From an optimization exercise on the open Yosys and OpenROAD flow, aimed at small area, a short achievable clock period and few clock cycles per item; shortcuts taken in it are not production practice.
The RTL was checked by simulation tests, not by an equivalence proof against the original design.
No activity file was given, so power comes from the tool's default toggle rates.

Setup of the previous run:
// sdf_deframer
module sdf_deframer (
    input  wire       clk,
    input  wire       rst,
    input  wire       in_valid,
    input  wire [7:0] in_data,
    output wire       in_ready,
    output wire       out_valid,
    output wire [1:0] out_kind,
    output wire [7:0] out_data,
    output wire       out_last,
    input  wire       out_ready
);
clock: 10.0 ns
lec_check: 0
cap_margin: 20
core_margin: 2
core_utilization: 50
place_density: 0.65
setup_slack_margin: 5
slew_margin: 20
tns_end_percent: 100
run.sh (not shown) runs the stock make flow with config.mk's settings and CLKGATE_MAP_FILE= SYNTH_SCRIPT=/design/flow/synth_recipe.tcl, a recipe that flattens the netlist after the stock synthesis.
Testbench counts of the previous run, summed over its fixed seeds: cycles 33,927, bytes 32,412.
Input changes introduced in the current run (baseline for comparison: the previous run):
==> flow/flow/run.sh (new file) <==
#!/bin/bash
set -euo pipefail
MARGIN=$(cat flow/margin.txt)
bash standard.sh SETUP_SLACK_MARGIN="$MARGIN" finish > flow_make.log 2>&1
==> flow/flow/margin.txt (new file) <==
6.6
==> flow/standard.sh (new file) <==
#!/bin/bash
# synth_recipe.tcl (not shown) runs the flow's synth.tcl, then flattens the netlist and writes it again
# the make line also repeats each setting of config.mk as NAME=value (left out here)
make -C /OpenROAD-flow-scripts/flow DESIGN_CONFIG=/design/flow/config.mk WORK_HOME=/design/flow/orfs CLKGATE_MAP_FILE= SYNTH_SCRIPT=/design/flow/synth_recipe.tcl "${@:-finish}"
removed: flow/run.sh
### Flow results
In the current run, the fraction of the cycle the final worst path needs came out 10 points below the value in the previous run. The current run gives more via count of the first global-routing pass than the previous run did. Final cell area: the current run above the previous run. Going from the previous run to the current run, maximum operating frequency grows by about 27%. The critical path depth number comes out lower for the previous run vs the current run.

sdf_deframer, a different RTL version from the one above (not shown whole).
Size in the first run: roughly 5500 cells after synthesis, roughly 2400 flip-flops, about 98000 um2 of cells after synthesis.
export LEC_CHECK = 0
export CAP_MARGIN = 20
export CORE_MARGIN = 2
export CORE_UTILIZATION = 65
export PLACE_DENSITY = 0.75
export SETUP_SLACK_MARGIN = 5
export SLEW_MARGIN = 20
export TNS_END_PERCENT = 100
create_clock -name core_clock -period 10.0 [get_ports {clk}]
standard.sh (not shown) runs the stock make flow with config.mk's settings and CLKGATE_MAP_FILE= SYNTH_SCRIPT=/design/flow/synth_recipe.tcl, a recipe that flattens the netlist after the stock synthesis.
==> flow/flow/run.sh <==
#!/bin/bash
set -euo pipefail
MARGIN=$(cat flow/margin.txt)
bash standard.sh SETUP_SLACK_MARGIN="$MARGIN" finish > flow_make.log 2>&1
==> flow/flow/margin.txt <==
6.8
Testbench counts at the start, summed over its fixed seeds: cycles 33,943, bytes 32,412.
Next try:
==> flow/flow/run.sh (replaced) <==
#!/bin/bash
set -euo pipefail
MARGIN=$(cat flow/margin.txt)
CTS="-sink_clustering_enable -repair_clock_nets -dont_use_dummy_load $(cat flow/cts_args.txt)"
bash standard.sh SETUP_SLACK_MARGIN="$MARGIN" CTS_ARGS="$CTS" finish > flow_make.log 2>&1
==> flow/flow/cts_args.txt (new file) <==
-sink_clustering_size 30 -sink_clustering_max_diameter 60
==> flow/flow/margin.txt (replaced) <==
6.5
=>
- setup slack degrades by 0.052 ns
- worst hold slack gets worse by 0.028 ns
- clock skew went up by 0.041 ns
- synthesized cell count stays the same
- combinational power went down by 15%

zinc:
Another version of the RTL of sdf_deframer (not shown whole).
Size: roughly 2400 flip-flops, about 25 I/O pins, about 0.098 mm2 of cells after synthesis.
==> flow/design.v (excerpt) <==
module sdf_deframer (
    input  wire       clk,
    input  wire       rst,
    input  wire       in_valid,
    input  wire [7:0] in_data,
    output wire       in_ready,
    output wire       out_valid,
    output wire [1:0] out_kind,
    output wire [7:0] out_data,
    output wire       out_last,
    input  wire       out_ready
);
    localparam integer CAP = 260;
    localparam integer QD  = 12;        
    localparam [1:0] KIND_FRAME   = 2'd0;
    localparam [1:0] KIND_LEN_ERR = 2'd1;
    localparam [1:0] KIND_CK_ERR  = 2'd2;
    localparam [2:0] S_SEEK0 = 3'd0;    
    localparam [2:0] S_SEEK1 = 3'd1;    
    localparam [2:0] S_TYPE  = 3'd2;
    localparam [2:0] S_LEN   = 3'd3;
    localparam [2:0] S_BODY  = 3'd4;    
    localparam [2:0] S_CKH   = 3'd5;
    localparam [2:0] S_CKL   = 3'd6;
    function [9:0] pinc;
        input [9:0] p;
        begin
            if (p[8:0] == CAP - 1)
                pinc = {~p[9], 9'd0};
            else
                pinc = {p[9], p[8:0] + 9'd1};
        end
    endfunction
    function [9:0] pdec;
        input [9:0] p;
        begin
            if (p[8:0] == 9'd0)
                pdec = {~p[9], 9'd259};
            else
                pdec = {p[9], p[8:0] - 9'd1};
        end
    endfunction
    function [8:0] pdist;
        input [9:0] a;
        input [9:0] b;
        begin
            if (a[9] == b[9])
                pdist = a[8:0] - b[8:0];
            else
                pdist = a[8:0] + 9'd260 - b[8:0];
        end
    endfunction
    reg  [7:0] mem [0:CAP-1];
    reg        in_rdy_q;
    reg        in_v;            
    reg  [7:0] in_d;
    reg  [9:0] wn;              
    reg  [2:0] st;
    reg  [9:0] sp;              
    reg  [9:0] cs;              
    reg        b0_55;           
    reg [15:0] sum;
    reg  [7:0] rem;
    reg        ckh_ok;          
    reg        pv55, pvAA;      
    reg        tf_ok;           
    reg  [9:0] tf;              
    reg        own_q;           
    reg        pown_q;          
    reg  [9:0] fp;              
  ...
==> flow/config.mk <==
export PLATFORM = sky130hd
export DESIGN_NAME = sdf_deframer
export DESIGN_NICKNAME = sdf_deframer
export VERILOG_FILES = /design/flow/design.v
export SDC_FILE = /design/flow/constraint.sdc
export NUM_CORES = 4
export LEC_CHECK = 0
export CAP_MARGIN = 20
export CORE_MARGIN = 2
export CORE_UTILIZATION = 68
export PLACE_DENSITY = 0.78
export SETUP_SLACK_MARGIN = 5
export SLEW_MARGIN = 20
export TNS_END_PERCENT = 100
==> flow/constraint.sdc <==
create_clock -name core_clock -period 10.0 [get_ports {clk}]
set_input_delay 2.0000 -clock core_clock [delete_from_list [all_inputs] [get_ports {clk}]]
set_output_delay 2.0000 -clock core_clock [all_outputs]
set_load 0.01 [all_outputs]
==> flow/flow/run.sh <==
#!/bin/bash
set -euo pipefail
MARGIN=$(cat flow/margin.txt)
CTS="-sink_clustering_enable -repair_clock_nets -dont_use_dummy_load $(cat flow/cts_args.txt)"
bash standard.sh SETUP_SLACK_MARGIN="$MARGIN" CTS_ARGS="$CTS" finish > flow_make.log 2>&1
==> flow/flow/cts_args.txt <==
-sink_clustering_size 30 -sink_clustering_max_diameter 60
==> flow/flow/margin.txt <==
7.0
Testbench counts of zinc, summed over its fixed seeds: cycles 33,943, bytes 32,412.
Setup changes, zinc to xenon
Settings: a change of PLACE_DENSITY from 0.78 to 0.75; a change of CORE_UTILIZATION from 68 to 65.
==> flow/flow/margin.txt <==
6.8
==> summary.txt <==
On internal power component, xenon and zinc are neck and neck. Taking zinc as the reference point, the global-route met3 utilization of xenon falls by 1.5 points. Note that the number of ordinary and repair buffers in the finished layout recorded for xenon amounts to 0.823 times the value seen in zinc. Higher global-route wire length before repair was reported by zinc, not xenon. Design area: xenon and zinc compared, lower one is xenon. xenon vs zinc: via count down by a few percent. When the final numbers for xenon and zinc were put side by side, the sequential share of layout area turned out to be smaller in zinc.
The following lists how juniper was set up differently from xenon:
==> flow/flow/cts_args.txt <==
-sink_clustering_size 25 -sink_clustering_max_diameter 70
==> flow/flow/margin.txt <==
7.1
[summary]
Taking xenon as 1.0, juniper lands at 0.40 on largest net degree at the start of global routing. For the number of cell instances on the worst register-to-register path, juniper came in 12 higher than xenon did. Global-route usage (lower): xenon. Compared with xenon, the detailed router inserted more vias in juniper. xenon reports its worst-path cell with the longest stage delay as sky130_fd_sc_hd__nor2_1 while juniper reports sky130_fd_sc_hd__dfxtp_4. Reported for xenon and juniper, synthesized cell count turned out identical to the last digit. The higher worst-case vdd ir drop came out of juniper. Measured against each other, xenon and juniper differ in combinational power, the lower figure coming from xenon.
Here is what was changed in the inputs of violet compared with juniper.
==> flow/flow/cts_args.txt <==
-sink_clustering_size 30 -sink_clustering_max_diameter 60
==> flow/flow/margin.txt <==
7.0
==> comparison <==
- violet: PASS, flow complete, no timing, DRC or antenna violations
- Final setup TNS came out exactly the same in juniper and violet.
- Per the comparison of violet with juniper, combined area of the multi-input logic cells lost about 7%; area fraction of clock buffers and clock inverters picked up an extra 0.53 points; number of antenna violations at the first check in global routing lost 7; switching share of power lost 0.41 points.
- Looking at combined global-route utilization of all metal layers, violet sits 0.55 points below juniper.
- Run comparison: violet highest metal layer used by the detailed router met4; juniper highest metal layer used by the detailed router met5
- Compared juniper against violet; clock period minus final worst setup slack within noise.

v6:
Another version of the RTL of sdf_deframer (not shown whole).
Size: roughly 5700 cells after synthesis, ~2400 flip-flops.
export LEC_CHECK = 0
export CAP_MARGIN = 20
export CORE_MARGIN = 2
export CORE_UTILIZATION = 65
export PLACE_DENSITY = 0.75
export SETUP_SLACK_MARGIN = 5
export SLEW_MARGIN = 20
export TNS_END_PERCENT = 100
create_clock -name core_clock -period 10.0 [get_ports {clk}]
==> flow/flow/cts_args.txt <==
-sink_clustering_size 25 -sink_clustering_max_diameter 70
==> flow/flow/margin.txt <==
7.1
Scripts as last shown in full above: flow/flow/run.sh
v6 closes out successfully: all stages finished, all timing, DRC and antenna checks passed.
Testbench counts of v6, summed over its fixed seeds: cycles 33,943, bytes 32,412.
Input-level comparison between v7 and v6:
==> flow/flow/cts_args.txt <==
-sink_clustering_size 30 -sink_clustering_max_diameter 60
==> flow/flow/margin.txt <==
7.0
Findings:
Among v6 and v7, a clean, completed layout was produced by v6 alone.
From the logs: v7 reached the end of the flow and failed the layout checks with capacitance limit, slew limit.
Diff v6 -> v7 | global-route wire length before repair | increase of 3100 um
[compare] base=v6 new=v7: total iterations of the first detailed-routing run moved up, clock power moved up, part of the total power dissipated in combinational logic moved up.
From v6 to v7 the numbers moved as follows: die boundary width shows no meaningful change; global-route usage shows an increase of 0.51 points; worst setup slack shows a reduction of 0.038 ns; net switching share of the total power shows no meaningful change.
Any difference in cell area between v6 and v7 is small enough to ignore.
Summary of the comparison: layout inverter count without the clock tree is higher in v7, relative to v6.
Layout overhead on the synthesized area delta (v7 -> v6): insignificant

==> separate check: timing with driven ports <==
The flow's constraints put no driver on any port. The routed layouts listed below were extracted and timed again, unchanged, in two steps. Step 1, drivers: a clkbuf_16 drives clk and a buf_2 each remaining input, both assumed. Step 2, shift: input delay + t, output delay - t, t = (earliest + latest rising clock arrival at the registers) / 2. This alone moves slack from input paths to output paths. Slacks: ideal ports / drivers / drivers and shift; pairs: ideal ports / drivers.
| run | shift t [ns] | setup WS [ns] | clock arrival spread, ns | pins driven straight from the clock port |
|---|---|---|---|---|
| the previous run | 0.932 | 5.088 / 5.088 / 4.263 | 0.058 / 0.058 | 1 |
| the current run | 0.958 | 6.124 / 6.161 / 5.232 | 0.073 / 0.074 | 1 |
| the first run of note 2 | 0.951 | 6.441 / 6.353 / 6.111 | 0.043 / 0.043 | 1 |
| the second run of note 2 | 0.865 | 6.389 / 6.328 / 6.384 | 0.080 / 0.080 | 1 |
| zinc | 0.887 | 6.606 / 6.536 / 6.172 | 0.079 / 0.079 | 1 |
| xenon | 0.856 | 6.559 / 6.559 / 6.112 | 0.094 / 0.094 | 1 |
| juniper | 0.852 | 6.650 / 6.638 / 6.234 | 0.086 / 0.086 | 1 |
| violet | 0.869 | 6.652 / 6.577 / 6.257 | 0.086 / 0.086 | 1 |
| v6 | 0.866 | 6.570 / 6.554 / 6.235 | 0.070 / 0.070 | 1 |
| v7 | 0.877 | 6.532 / 6.532 / 6.032 | 0.070 / 0.070 | 1 |
For the current run, which loses most, drivers alone change the setup slack by +0.037 ns; drivers and shift together by -0.892 ns.
